Source: an optimization exercise on an open RTL-to-GDS flow (aim: a short achievable clock period and few clock cycles). Production flows keep margins and buffers that such runs may drop. In this exercise RTL edits were held to simulation tests only and were not proved equivalent to the original. Power is estimated from default activity; no workload was simulated.

`flow/run.sh`:
```
#!/bin/bash
# synth_recipe.tcl (not shown) runs the flow's synth.tcl, then flattens the netlist and writes it again
# the make line also repeats each setting of config.mk as NAME=value (left out here)
make -C /OpenROAD-flow-scripts/flow DESIGN_CONFIG=/design/flow/config.mk WORK_HOME=/design/flow/orfs CLKGATE_MAP_FILE= SYNTH_SCRIPT=/design/flow/synth_recipe.tcl finish
```
`flow/config.mk`:
```
export PLATFORM = sky130hd
export DESIGN_NAME = cwrv_core
export DESIGN_NICKNAME = cwrv_core
export VERILOG_FILES = /design/flow/design.v
export SDC_FILE = /design/flow/constraint.sdc
export NUM_CORES = 4
export LEC_CHECK = 0
export CAP_MARGIN = 20
export CELL_PAD_IN_SITES_DETAIL_PLACEMENT = 1
export CELL_PAD_IN_SITES_GLOBAL_PLACEMENT = 2
export CORE_MARGIN = 2
export CORE_UTILIZATION = 30
export SLEW_MARGIN = 20
```
`flow/constraint.sdc`:
```
create_clock -name core_clock -period 15.0 [get_ports {clk}]
set_input_delay 3.0000 -clock core_clock [delete_from_list [all_inputs] [get_ports {clk}]]
set_output_delay 3.0000 -clock core_clock [all_outputs]
set_load 0.01 [all_outputs]
```
`flow/design.v`:
```
module cwrv_regfile (
    input  wire        clk,
    input  wire        rst,
    input  wire [4:0]  ra1,
    output wire [31:0] rd1,
    input  wire [4:0]  ra2,
    output wire [31:0] rd2,
    input  wire        we,
    input  wire [4:0]  wa,
    input  wire [31:0] wd
);
    reg [31:0] regs [0:31];
    integer i;
    always @(posedge clk) begin
        if (rst) begin
            for (i = 0; i < 32; i = i + 1)
                regs[i] <= 32'd0;
        end else if (we) begin
            regs[wa] <= wd;
        end
    end
    assign rd1 = regs[ra1];
    assign rd2 = regs[ra2];
endmodule
module cwrv_core (
    input  wire        clk,
    input  wire        rst,
    input  wire [31:0] boot_pc,
    input  wire [31:0] arena_lo,
    input  wire [31:0] arena_hi,
    output reg         mem_req,
    output reg         mem_we,
    output reg  [31:0] mem_addr,
    output reg  [1:0]  mem_size,
    output reg  [31:0] mem_wdata,
    input  wire        mem_gnt,
    input  wire        mem_rvalid,
    input  wire [31:0] mem_rdata,
    input  wire [3:0]  mem_rfault,
    output wire        ecall_req,
    output wire [31:0] ecall_id,
    output wire [31:0] ecall_arg,
    input  wire        ecall_ack,
    input  wire [31:0] ecall_ret,
    input  wire        ecall_fault,
    output reg         alive,
    output reg         ret_valid,
    output reg  [31:0] ret_pc,
    output reg         ret_we,
    output reg  [4:0]  ret_rd,
    output reg  [31:0] ret_wdata
);
    localparam S_FETCH = 3'd0,
               S_FWAIT = 3'd1,
               S_EXEC  = 3'd2,
               S_MEM   = 3'd3,
               S_MWAIT = 3'd4,
               S_ECALL = 3'd5,
               S_DEAD  = 3'd6;
    reg [2:0]  state;
    reg [31:0] pc;
    reg [31:0] ir;
    reg [3:0]  ifault;
    wire [15:0] h    = ir[15:0];
    wire        is_c = (ir[1:0] != 2'b11);
    wire [1:0]  cq   = h[1:0];
    wire [2:0]  cf3  = h[15:13];
    wire [4:0]  crd  = h[11:7];
    wire [31:0] c_imm6   = {{26{h[12]}}, h[12], h[6:2]};
    wire [31:0] c_imm16  = {{22{h[12]}}, h[12], h[4:3], h[5], h[2], h[6], 4'b0000};
    wire [31:0] c_lwoff  = {24'd0, h[3:2], h[12], h[6:4], 2'b00};
    wire [31:0] c_swoff  = {24'd0, h[8:7], h[12:9], 2'b00};
    wire c_nop   = (h == 16'h0001);
    wire c_addi  = (cq == 2'b01) && (cf3 == 3'b000);
    wire c_li    = (cq == 2'b01) && (cf3 == 3'b010);
    wire c_a16   = (cq == 2'b01) && (cf3 == 3'b011) && (crd == 5'd2) && (c_imm16 != 32'd0);
    wire c_lui   = (cq == 2'b01) && (cf3 == 3'b011) && (crd != 5'd2) && ({h[12], h[6:2]} != 6'd0);
    wire c_slli  = (cq == 2'b10) && (cf3 == 3'b000) && !h[12];
    wire c_lwsp  = (cq == 2'b10) && (cf3 == 3'b010) && (crd != 5'd0);
    wire c_swsp  = (cq == 2'b10) && (cf3 == 3'b110);
    wire c_legal = c_addi | c_li | c_a16 | c_lui | c_slli | c_lwsp | c_swsp;
    wire [6:0] opc = ir[6:0];
    wire [2:0] f3  = ir[14:12];
    wire [6:0] f7  = ir[31:25];
    wire op_lui   = (opc == 7'b0110111);
    wire op_auipc = (opc == 7'b0010111);
    wire op_jal   = (opc == 7'b1101111);
    wire op_jalr  = (opc == 7'b1100111) && (f3 == 3'b000);
    wire op_br    = (opc == 7'b1100011) && (f3 != 3'b010) && (f3 != 3'b011);
    wire op_load  = (opc == 7'b0000011) && (f3 != 3'b011) && (f3 != 3'b110) && (f3 != 3'b111);
    wire op_store = (opc == 7'b0100011) && (f3[2] == 1'b0) && (f3 != 3'b011);
    wire op_imm   = (opc == 7'b0010011) &&
                    ((f3 != 3'b001 && f3 != 3'b101) ||
                     (f3 == 3'b001 && f7 == 7'b0000000) ||
                     (f3 == 3'b101 && (f7 == 7'b0000000 || f7 == 7'b0100000)));
    wire op_reg   = (opc == 7'b0110011) &&
                    ((f7 == 7'b0000000) ||
                     (f7 == 7'b0100000 && (f3 == 3'b000 || f3 == 3'b101)));
    wire op_ecall = (ir == 32'h00000073);
    wire w_legal  = op_lui | op_auipc | op_jal | op_jalr | op_br | op_load |
                    op_store | op_imm | op_reg | op_ecall;
    wire is_load  = is_c ? c_lwsp : op_load;
    wire is_store = is_c ? c_swsp : op_store;
    wire fetch_fault = (ifault[1:0] != 2'b00) || (!c_legal && (ifault[3:2] != 2'b00));
    wire illegal     = is_c ? !c_legal : !w_legal;
    wire [31:0] immI = {{20{ir[31]}}, ir[31:20]};
    wire [31:0] immS = {{20{ir[31]}}, ir[31:25], ir[11:7]};
    wire [31:0] immB = {{19{ir[31]}}, ir[31], ir[7], ir[30:25], ir[11:8], 1'b0};
    wire [31:0] immU = {ir[31:12], 12'd0};
    wire [31:0] immJ = {{11{ir[31]}}, ir[31], ir[19:12], ir[20], ir[30:21], 1'b0};
    reg  [4:0]  ra1, ra2, wa;
    wire [31:0] rs1v, rs2v;
    reg         rf_we;
    reg  [31:0] rf_wd;
    always @(*) begin
        if (state == S_ECALL) begin
            ra1 = 5'd17;
            ra2 = 5'd10;
        end else if (is_c) begin
            ra1 = (c_lwsp || c_swsp || c_a16) ? 5'd2 : crd;
            ra2 = h[6:2];
        end else begin
            ra1 = ir[19:15];
            ra2 = ir[24:20];
        end
    end
    cwrv_regfile u_rf (
        .clk (clk),
        .rst (rst),
        .ra1 (ra1),
        .rd1 (rs1v),
        .ra2 (ra2),
        .rd2 (rs2v),
        .we  (rf_we),
        .wa  (wa),
        .wd  (rf_wd)
    );
    wire [31:0] alu_b  = (opc == 7'b0110011) ? rs2v : immI;
    wire [4:0]  shamt  = alu_b[4:0];
    reg  [31:0] alu_y;
    always @(*) begin
        case (f3)
            3'b000: alu_y = (op_reg && f7[5]) ? rs1v - alu_b : rs1v + alu_b;
            3'b001: alu_y = rs1v << shamt;
            3'b010: alu_y = {31'd0, $signed(rs1v) < $signed(alu_b)};
            3'b011: alu_y = {31'd0, rs1v < alu_b};
            3'b100: alu_y = rs1v ^ alu_b;
            3'b101: alu_y = f7[5] ? $unsigned($signed(rs1v) >>> shamt) : rs1v >> shamt;
            3'b110: alu_y = rs1v | alu_b;
            default: alu_y = rs1v & alu_b;
        endcase
    end
    reg br_taken;
    always @(*) begin
        case (f3)
            3'b000:  br_taken = (rs1v == rs2v);
            3'b001:  br_taken = (rs1v != rs2v);
            3'b100:  br_taken = ($signed(rs1v) < $signed(rs2v));
            3'b101:  br_taken = ($signed(rs1v) >= $signed(rs2v));
            3'b110:  br_taken = (rs1v < rs2v);
            default: br_taken = (rs1v >= rs2v);
        endcase
    end
    wire [31:0] pc_len = pc + (is_c ? 32'd2 : 32'd4);
    reg  [31:0] ex_val;
    reg         ex_we;
    reg  [31:0] ex_npc;
    always @(*) begin
        ex_val = 32'd0;
        ex_we  = 1'b0;
        ex_npc = pc_len;
        if (is_c) begin
            if (c_addi) begin
                ex_val = rs1v + c_imm6;
                ex_we  = !c_nop;
            end else if (c_li) begin
                ex_val = c_imm6;
                ex_we  = 1'b1;
            end else if (c_a16) begin
                ex_val = rs1v + c_imm16;
                ex_we  = 1'b1;
            end else if (c_lui) begin
                ex_val = {c_imm6[19:0], 12'd0};
                ex_we  = 1'b1;
            end else if (c_slli) begin
                ex_val = rs1v << h[6:2];
                ex_we  = 1'b1;
            end
        end else begin
            if (op_lui) begin
                ex_val = immU;
                ex_we  = 1'b1;
            end else if (op_auipc) begin
                ex_val = pc + immU;
                ex_we  = 1'b1;
            end else if (op_jal) begin
                ex_val = pc + 32'd4;
                ex_we  = 1'b1;
                ex_npc = pc + immJ;
            end else if (op_jalr) begin
                ex_val = pc + 32'd4;
                ex_we  = 1'b1;
                ex_npc = (rs1v + immI) & 32'hFFFF_FFFE;
            end else if (op_br) begin
                if (br_taken)
                    ex_npc = pc + immB;
            end else if (op_imm || op_reg) begin
                ex_val = alu_y;
                ex_we  = 1'b1;
            end
        end
    end
    wire [31:0] ls_off  = is_c ? (c_lwsp ? c_lwoff : c_swoff) : (op_load ? immI : immS);
    wire [31:0] ls_addr = rs1v + ls_off;
    wire [1:0]  ls_size = is_c ? 2'b10 : f3[1:0];
    wire [2:0]  ld_kind = is_c ? 3'b010 : f3;
    wire ls_fault = (ls_size == 2'b00) ? mem_rfault[0] :
                    (ls_size == 2'b01) ? (mem_rfault[1:0] != 2'b00) :
                                         (mem_rfault != 4'b0000);
    reg [31:0] ld_val;
    always @(*) begin
        case (ld_kind)
            3'b000:  ld_val = {{24{mem_rdata[7]}}, mem_rdata[7:0]};
            3'b001:  ld_val = {{16{mem_rdata[15]}}, mem_rdata[15:0]};
            3'b100:  ld_val = {24'd0, mem_rdata[7:0]};
            3'b101:  ld_val = {16'd0, mem_rdata[15:0]};
            default: ld_val = mem_rdata;
        endcase
    end
    function in_arena;
        input [31:0] a;
        begin
            in_arena = (a >= arena_lo) && (a <= arena_hi);
        end
    endfunction
    always @(*) begin
        mem_req   = 1'b0;
        mem_we    = 1'b0;
        mem_addr  = pc;
        mem_size  = 2'b10;
        mem_wdata = rs2v;
        if (state == S_FETCH) begin
            mem_req = 1'b1;
        end else if (state == S_MEM) begin
            mem_req  = 1'b1;
            mem_we   = is_store;
            mem_addr = ls_addr;
            mem_size = ls_size;
        end
    end
    assign ecall_req = (state == S_ECALL);
    assign ecall_id  = rs1v;
    assign ecall_arg = rs2v;
    always @(*) begin
        rf_we = 1'b0;
        wa    = is_c ? crd : ir[11:7];
        rf_wd = ex_val;
        case (state)
            S_EXEC: begin
                rf_we = !fetch_fault && !illegal && !is_load && !is_store && !op_ecall && ex_we;
            end
            S_MWAIT: begin
                rf_we = mem_rvalid && is_load && !ls_fault;
                rf_wd = ld_val;
            end
            S_ECALL: begin
                rf_we = ecall_ack && !ecall_fault;
                wa    = 5'd10;
                rf_wd = ecall_ret;
            end
            default: ;
        endcase
    end
    always @(posedge clk) begin
        if (rst) begin
            state     <= S_FETCH;
            pc        <= boot_pc;
            ir        <= 32'd0;
            ifault    <= 4'd0;
            alive     <= 1'b1;
            ret_valid <= 1'b0;
            ret_pc    <= 32'd0;
            ret_we    <= 1'b0;
            ret_rd    <= 5'd0;
            ret_wdata <= 32'd0;
        end else begin
            ret_valid <= 1'b0;
            case (state)
                S_FETCH: begin
                    if (mem_gnt)
                        state <= S_FWAIT;
                end
                S_FWAIT: begin
                    if (mem_rvalid) begin
                        ir     <= mem_rdata;
                        ifault <= mem_rfault;
                        state  <= S_EXEC;
                    end
                end
                S_EXEC: begin
                    if (fetch_fault || illegal) begin
                        alive <= 1'b0;
                        state <= S_DEAD;
                    end else if (is_load || is_store) begin
                        state <= S_MEM;
                    end else if (op_ecall) begin
                        state <= S_ECALL;
                    end else begin
                        ret_valid <= 1'b1;
                        ret_pc    <= pc;
                        ret_we    <= ex_we;
                        ret_rd    <= wa;
                        ret_wdata <= ex_val;
                        pc        <= ex_npc;
                        if (in_arena(ex_npc)) begin
                            state <= S_FETCH;
                        end else begin
                            alive <= 1'b0;
                            state <= S_DEAD;
                        end
                    end
                end
                S_MEM: begin
                    if (mem_gnt)
                        state <= S_MWAIT;
                end
                S_MWAIT: begin
                    if (mem_rvalid) begin
                        if (ls_fault) begin
                            alive <= 1'b0;
                            state <= S_DEAD;
                        end else begin
                            ret_valid <= 1'b1;
                            ret_pc    <= pc;
                            ret_we    <= is_load;
                            ret_rd    <= wa;
                            ret_wdata <= is_load ? ld_val : 32'd0;
                            pc        <= pc_len;
                            if (in_arena(pc_len)) begin
                                state <= S_FETCH;
                            end else begin
                                alive <= 1'b0;
                                state <= S_DEAD;
                            end
                        end
                    end
                end
                S_ECALL: begin
                    if (ecall_ack) begin
                        if (ecall_fault) begin
                            alive <= 1'b0;
                            state <= S_DEAD;
                        end else begin
                            ret_valid <= 1'b1;
                            ret_pc    <= pc;
                            ret_we    <= 1'b1;
                            ret_rd    <= 5'd10;
                            ret_wdata <= ecall_ret;
                            pc        <= pc + 32'd4;
                            if (in_arena(pc + 32'd4)) begin
                                state <= S_FETCH;
                            end else begin
                                alive <= 1'b0;
                                state <= S_DEAD;
                            end
                        end
                    end
                end
                default: begin
                    state <= S_DEAD;
                end
            endcase
        end
    end
endmodule
```
==> impl_metrics.tcl <==
set metrics [dict create \
    run_status "no timing/DRC/antenna violations" \
    numPortBuffers 374 \
    ys_async_sr_fraction_pct 0 \
    die_height_um 559.6 \
    holdCritStartpoint "ret_pc[0]" \
    worst_pin_slew_ps 1337 \
    startpoint_type "register" \
    critical_path_arrival_ps 13570 \
    clock_skew_ps 141.5 \
    synth_common_cells "1564 x nand2_1, 1357 x nor2_1, 1056 x edfxtp_1" \
    yosysTopAreaCell "edfxtp_1" \
    critPathKind "reg2reg" \
    period_share_pct 86.14 \
    worstHoldPathType "reg2reg" \
    avgRoutedWirePerCell_um 42.56 \
    cts_root_buffer "clkbuf_16" \
    grt_overflow 0 \
    r2r_end "state[2]" \
    final_antenna_net_count 0 \
    maxCapViolCount 0 \
    ctsResizeCount 0 \
    synth_enable_flop_cells 1056 \
    ff2ff_path_depth 40 \
    htree_levels 4 \
    setup_viol 0 \
    antenna_found_initial 49 \
    first_global_vias 95600 \
    die_w_um 559.6 \
    vias 98390 \
    critPathMaxStageDelay_ps 890 \
    seq_area_frac_synth_pct 36.64 \
    clock-sinks 1167 \
    grt_usage_pct 39.31 \
    die_area_sq_um 313100 \
    required_ps 15650 \
    clk_pin_slew_worst_paths_ps 60 \
    cts_tree "built" \
    nFillCells 35490 \
    routed_wl_um 642100 \
    min_path_cells 2 \
    pin_count 375 \
    vdd_drop_max_uv 102.5 \
    fin_tns_setup_ps 0 \
    post-route-util_pct 34.78 \
    row_count 203 \
    syn_to_final_growth_pct 15.13 \
    r2r_start "state[1]" \
    maxSlewHeadroom_pct 9.956 \
    slew_violations 0 \
    timing.fmax_mhz 77.39 \
    netlist_area_sq_um 92610 \
    cts_made_buffers 157 \
    grt_pass1_wl_um 856500 \
    ys_types 116 \
    synth_ff_type "edfxtp_1" \
    leakagePower_nw 39.45 \
    rsz0062_at_grt "false" \
    synthTopCellsByArea "edfxtp_1 34%, ha_1 6.4%, nand2_1 6.3%" \
    nets 11500 \
    ys_ff_latch 1167 \
    min_to "ret_pc[0]" \
    drtPass1Iterations 6 \
    vias_per_cell 6.521 \
    clk_latency_ps 920 \
    cts_buffer_depth 4 \
    hold_buffers 0 \
    crit_fanout 58 \
    syn_inst 10870 \
    finalHoldViolations 0 \
    slowest_stage "o31ai_4" \
    yosysWarnings 2 \
    synth_top_area_share_pct 34.24 \
    drt_iter0_drc 12400 \
    core_area_sq_um 306600 \
    layout-drive-gt1-share_pct 9.828 \
    gp_congestion 1.023 \
    r2r_slack_ps 2080 \
    powerDensity_nw_per_um2 173.6 \
    syn-num-nets 11530 \
    crit_top_cell "o21ai_0" \
    drc 0 \
    syn_avg_cell_area_sq_um 8.516 \
    dpl.hpwl_um 440400 \
    grt_max_degree 178 \
    crit_path_end_kind "register" \
    start_util_pct 30.21 \
    postCtsSetupRepairBufs 0 \
    yosysMostFrequentCell "nand2_1" \
    min_period_ps 12920 \
]
==> flip-flops by register name, indices dropped and copies added (netlist names) <==
register	cells
ret_we	1
ret_valid	1
pc	32
alive	1
ir	32
u_rf.regs	1024
ifault	4
state	3
ret_wdata	32
ret_pc	32
ret_rd	5
==> layout make-up <==
type,count,area [sq um],area share [%]
Timing Repair Buffer,799,7231,6.782
Inverter,274,1033,0.9693
Clock buffer,198,4209,3.948
Multi-Input combinational cell,8444,54190,50.83
Tap cell,4100,5130,4.811
Antenna cell,30,75.07,0.07041
Sequential cell,1167,33940,31.83
Clock inverter,76,812.0,0.7616
==> stage by stage <==
step,instance area [sq um],worst slack (ps),total power (W),instances,hold WS [ps]
floorplan,92610,5806,0.009176,10870,435.9
global placement,101400,2107,0.01413,14780,445.5
detailed placement,101500,2410,0.01422,14780,449.2
CTS,106500,2347,0.01815,15060,455.3
global route,106600,1735,0.01887,15060,484.6
finish,106600,2078,0.01851,15090,453.2
==> layout by cell type (no fill, tap or decap), types with 55 or more instances in the layout <==
| cell type | synthesis | final |
|---|---|---|
| mux2i_1 | 295 | 294 |
| nor2b_1 | 117 | 117 |
| o21a_1 | 97 | 93 |
| o21ai_0 | 554 | 546 |
| a21o_1 | 148 | 147 |
| ha_1 | 473 | 473 |
| xor2_1 | 80 | 80 |
| nand2_2 | 3 | 67 |
| a21oi_1 | 561 | 557 |
| and3_1 | 489 | 487 |
| nand4_1 | 94 | 94 |
| nor2_1 | 1357 | 1342 |
| nand3_1 | 310 | 308 |
| a311oi_1 | 162 | 162 |
| a211oi_1 | 411 | 410 |
| edfxtp_1 | 1056 | 1056 |
| nor3_1 | 143 | 134 |
| xnor2_1 | 153 | 152 |
| a31oi_1 | 113 | 113 |
| clkbuf_16 | 0 | 162 |
| nand2_1 | 1564 | 1497 |
| dfxtp_1 | 111 | 104 |
| buf_4 | 68 | 400 |
| a221oi_1 | 94 | 87 |
| nand2b_1 | 59 | 57 |
| mux2_2 | 55 | 55 |
| o211ai_1 | 100 | 100 |
| inv_1 | 258 | 256 |
| mux4_2 | 69 | 69 |
| clkdlybuf4s50_1 | 0 | 373 |
==> worst max-delay path: cells and delay by family (launching register included) <==
kind / cells / cell delay, ps
DFF: 1 / 760
muxes: 2 / 550
buffers and inverters: 4 / 1630
AOI/OAI and AO/OA: 16 / 4890
adders and majority gates: 2 / 670
and+or+nand+nor: 16 / 3940
==> power breakdown <==
group          switching (W)  internal, W  leakage (nW)
clock network        0.00167      0.00226          2.46
registers           0.000274      0.00376          11.8
logic                0.00749      0.00307          25.2
total                0.00943      0.00908          39.5
==> kinds of logic (layout without fill, tap and decap cells) <==
kind of cell / Yosys count / in the layout / share of synthesized area, %
adder cells (fa/ha/maj): 483 / 483 / 6.607
other: 0 / 30 / 0
multiplexers: 425 / 425 / 5.641
buffers and inverters: 1263 / 1347 / 5.911
flip-flops: 1167 / 1167 / 36.64
XOR/XNOR: 233 / 233 / 2.204
AO/OA/AOI/OAI: 2885 / 2885 / 21.35
AND/OR/NAND/NOR: 4418 / 4418 / 21.65
==> metal layers <==
layer	global-route usage (%)	vias up	wire length, um
met3	7.742	1463	58180
met1	51.13	51070	261000
met5	0	-	137
met4	25.25	20	47020
li1	-	40000	-
met2	59.37	5841	275800
==> worst max-delay path by stage <==
stage	from	endpoint	slack (ps)
finish	state[1]	state[2]	2080
global route	state[1]	mem_addr[31]	1730
CTS	ir[1]	mem_addr[30]	2350
detailed placement	state[1]	state[2]	2410
global placement	state[1]	state[2]	2110
floorplan	ir[9]	mem_addr[30]	5810
Testbench counts, summed over its fixed seeds: cycles 497,696.

[static timing again, ports no longer ideal]
Ports are ideal in the flow. The routed layout listed here was re-timed in OpenROAD. Step 1 assumes that a clkbuf_16 drives the clock port and a buf_2 every other input. Step 2 adds t to the input delays and takes it off the output delays; t is the mean of the earliest and latest rising clock arrival at the registers after step 1. Input paths then give back, and output paths get back, about the clock's delay inside the block. a / b / c = ideal ports / drivers / drivers and shift; a / b = the first two.
shift t [ns]: 0.954
setup slack, ns: 2.078 / 2.035 / 2.078
worst setup path at the end: register to register
latest minus earliest clock arrival (ns): 0.141 / 0.142
slew at the worst register clock pin (ns): 0.08 / 0.08
After both steps this run still meets setup and hold. For this run, drivers alone change the setup slack by -0.043 ns; drivers and shift together by 0.000 ns.
